This design comes from an exercise in tuning for small area on the open sky130 flow, not from production work. RTL that was checked went through simulation tests only; none was proved equivalent to the original.

green:
==> flow/design.v (excerpt) <==
module stpm3x_link (
    input  wire        clk,
    input  wire        rst,
    input  wire [7:0]  t_min,         
    input  wire        cmd_valid,
    output wire        cmd_ready,
    input  wire [2:0]  cmd_op,
    input  wire [7:0]  cmd_addr,
    input  wire [39:0] cmd_data,
    output wire        rsp_valid,
    output wire [2:0]  rsp_code,
    output wire [79:0] rsp_data,
    output wire [1:0]  rsp_crc_err,   
    output wire        arb_req,
    input  wire        arb_ack,
    input  wire        arb_gnt,
    output wire        bus_held,
    output wire        spi_cs_n,
    output reg         spi_sclk,
    output wire        spi_mosi,
    input  wire        spi_miso
);
For scale: about 520 cells after synthesis.
==> flow/config.mk <==
export PLATFORM = sky130hd
export DESIGN_NAME = stpm3x_link
export DESIGN_NICKNAME = stpm3x_link
export VERILOG_FILES = /design/flow/design.v
export SDC_FILE = /design/flow/constraint.sdc
export NUM_CORES = 4
export LEC_CHECK = 0
export ABC_AREA = 1
export CAP_MARGIN = 20
export CORE_MARGIN = 2
export CORE_UTILIZATION = 40
export SLEW_MARGIN = 20
==> flow/constraint.sdc <==
create_clock -name core_clock -period 8.0 [get_ports {clk}]
set_input_delay 1.6000 -clock core_clock [delete_from_list [all_inputs] [get_ports {clk}]]
set_output_delay 1.6000 -clock core_clock [all_outputs]
set_load 0.01 [all_outputs]
standard.sh (not shown) runs the stock make flow with config.mk's settings and CLKGATE_MAP_FILE= SYNTH_SCRIPT=/design/flow/synth_recipe.tcl, a recipe that flattens the netlist after the stock synthesis.
==> flow/flow/run.sh <==
#!/bin/bash
set -euo pipefail
export BUFFER_PORTS_ARGS="-buffer_cell sky130_fd_sc_hd__buf_1"
export CTS_ARGS="-sink_clustering_enable -repair_clock_nets -dont_use_dummy_load -buf_list sky130_fd_sc_hd__clkbuf_8"
bash standard.sh synth > synth.log 2>&1
bash standard.sh finish > finish.log 2>&1
Input changes introduced in red (baseline for comparison: green):
--- a/flow/design.v
+++ b/flow/design.v
@@ -124,18 +124,17 @@
             case (bi)
                 3'd4: begin fullrot = 1'b1; c_lfsr = 1'b1; dsel = D_S39; end
                 3'd3, 3'd2, 3'd1: begin ash = 1'b1; ain_one = 1'b1; c_lfsr = 1'b1; dsel = D_ONE; end
                 default: begin bsh = 1'b1; bin_c7 = 1'b1; c_shift = 1'b1; dsel = D_DE; end
             endcase
         end else if (s_comp && op == 3'd1) begin
-            if (bi == 3'd4) begin fullrot = 1'b1; c_lfsr = 1'b1; end
-            else if (bi != 3'd0) begin fullrot = 1'b1; c_lfsr = 1'b1; dsel = D_S39; end
+            if (bi != 3'd0) begin fullrot = 1'b1; c_lfsr = 1'b1; dsel = D_S39; end
         end else if (s_comp && op == 3'd5) begin
-            fullrot = 1'b1; c_lfsr = 1'b1; dsel = (bi == 3'd4) ? D_ZERO : D_S39;
+            fullrot = 1'b1; c_lfsr = 1'b1; dsel = D_S39;
         end else if (s_comp && op == 3'd4) begin
-            if (bi == 3'd4) fullrot = 1'b1;
+            if (bi == 3'd4) begin fullrot = 1'b1; c_shift = 1'b1; dsel = D_S39; end
         end else if (s_frame) begin
             rx = 1'b1; c_lfsr = 1'b1; dsel = D_ONE;
             if (!fr) begin
                 case (bi)
                     3'd4: begin bsh = 1'b1; dsel = D_S15; end
                     3'd3: ash = 1'b1;
@@ -229,24 +228,22 @@
         if (s_comp && first) e0 <= 1'b1;              
         if (s_req) e0 <= 1'b0;                        
         if (s_dlyo && cnt0) e0 <= !cz;
         if (s_dlye && cnt0) e1 <= !cz;
     end
     always @(posedge clk) begin
-        if (load)
-            C <= cmd_op[1] ? 8'd0 : cmd_data[39:32];
-        else if (s_dlyo && cnt0)
+        if (load || (s_dlyo && cnt0))
             C <= 8'd0;
         else if (step && c_lfsr)
             C <= {C[6:0], 1'b0} ^ ({8{cin ^ C[7]}} & 8'h07);
         else if (step && c_shift)
             C <= {C[6:0], cin};
     end
     always @(posedge clk) begin
         if (load) begin
-            S[39:32] <= cmd_addr;
+            S[39:32] <= cmd_op[1] ? cmd_addr : cmd_data[39:32];
             S[31:0]  <= cmd_data[31:0];
         end else if (step) begin
             if (fullrot || ash) S[39:16] <= {S[38:16], ain};
             if (fullrot || bsh) S[15:0]  <= {S[14:0], bin};
         end
     end
Findings:
- In the tables for green and red, synthesized cell count reads higher with red.
- Per the comparison of red with green, area after synthesis shows an increase of 0.54%; maximum frequency has decreased; fraction of standard cell area that is sequential shows a reduction of 1.9 points; overall global routing resource usage held steady.
- Looking at cell with the largest stage delay on the worst path, the sky130_fd_sc_hd__dfxtp_1 result is from green; the sky130_fd_sc_hd__edfxtp_1 one comes from red.
- NOTE: arrival time at the worst endpoint in red exceeds that of green
- Delta (red minus green): number of inverters outside the clock class in the layout increased about 15%; post-layout worst setup margin decreased 0.10 ns.
- Between green and red, the number of synthesized flops with an enable pin is higher for green.
Only the layout flow was run in red; the RTL was not checked for function there.

re-timing with driven ports:
The results above use ideal ports. As a check the final layouts listed here were re-extracted and re-timed, cells and wires unchanged. Step 1 assumes that a clkbuf_16 drives the clock port and a buf_2 every other input. Step 2 adds t to the input delays and takes it off the output delays; t is the mean of the earliest and latest rising clock arrival at the registers after step 1. Input paths then give back, and output paths get back, about the clock's delay inside the block. a / b / c = ideal ports / drivers / drivers and shift; a / b = the first two.
run	t, ns	setup WS [ns]	worst setup path after step 2	worst slew at a driven data input, ns
green	0.373	4.179 / 4.143 / 4.475	input to register	0.05
red	0.371	4.077 / 4.043 / 4.357	input to register	0.05
After both steps setup and hold are still met in every run listed.
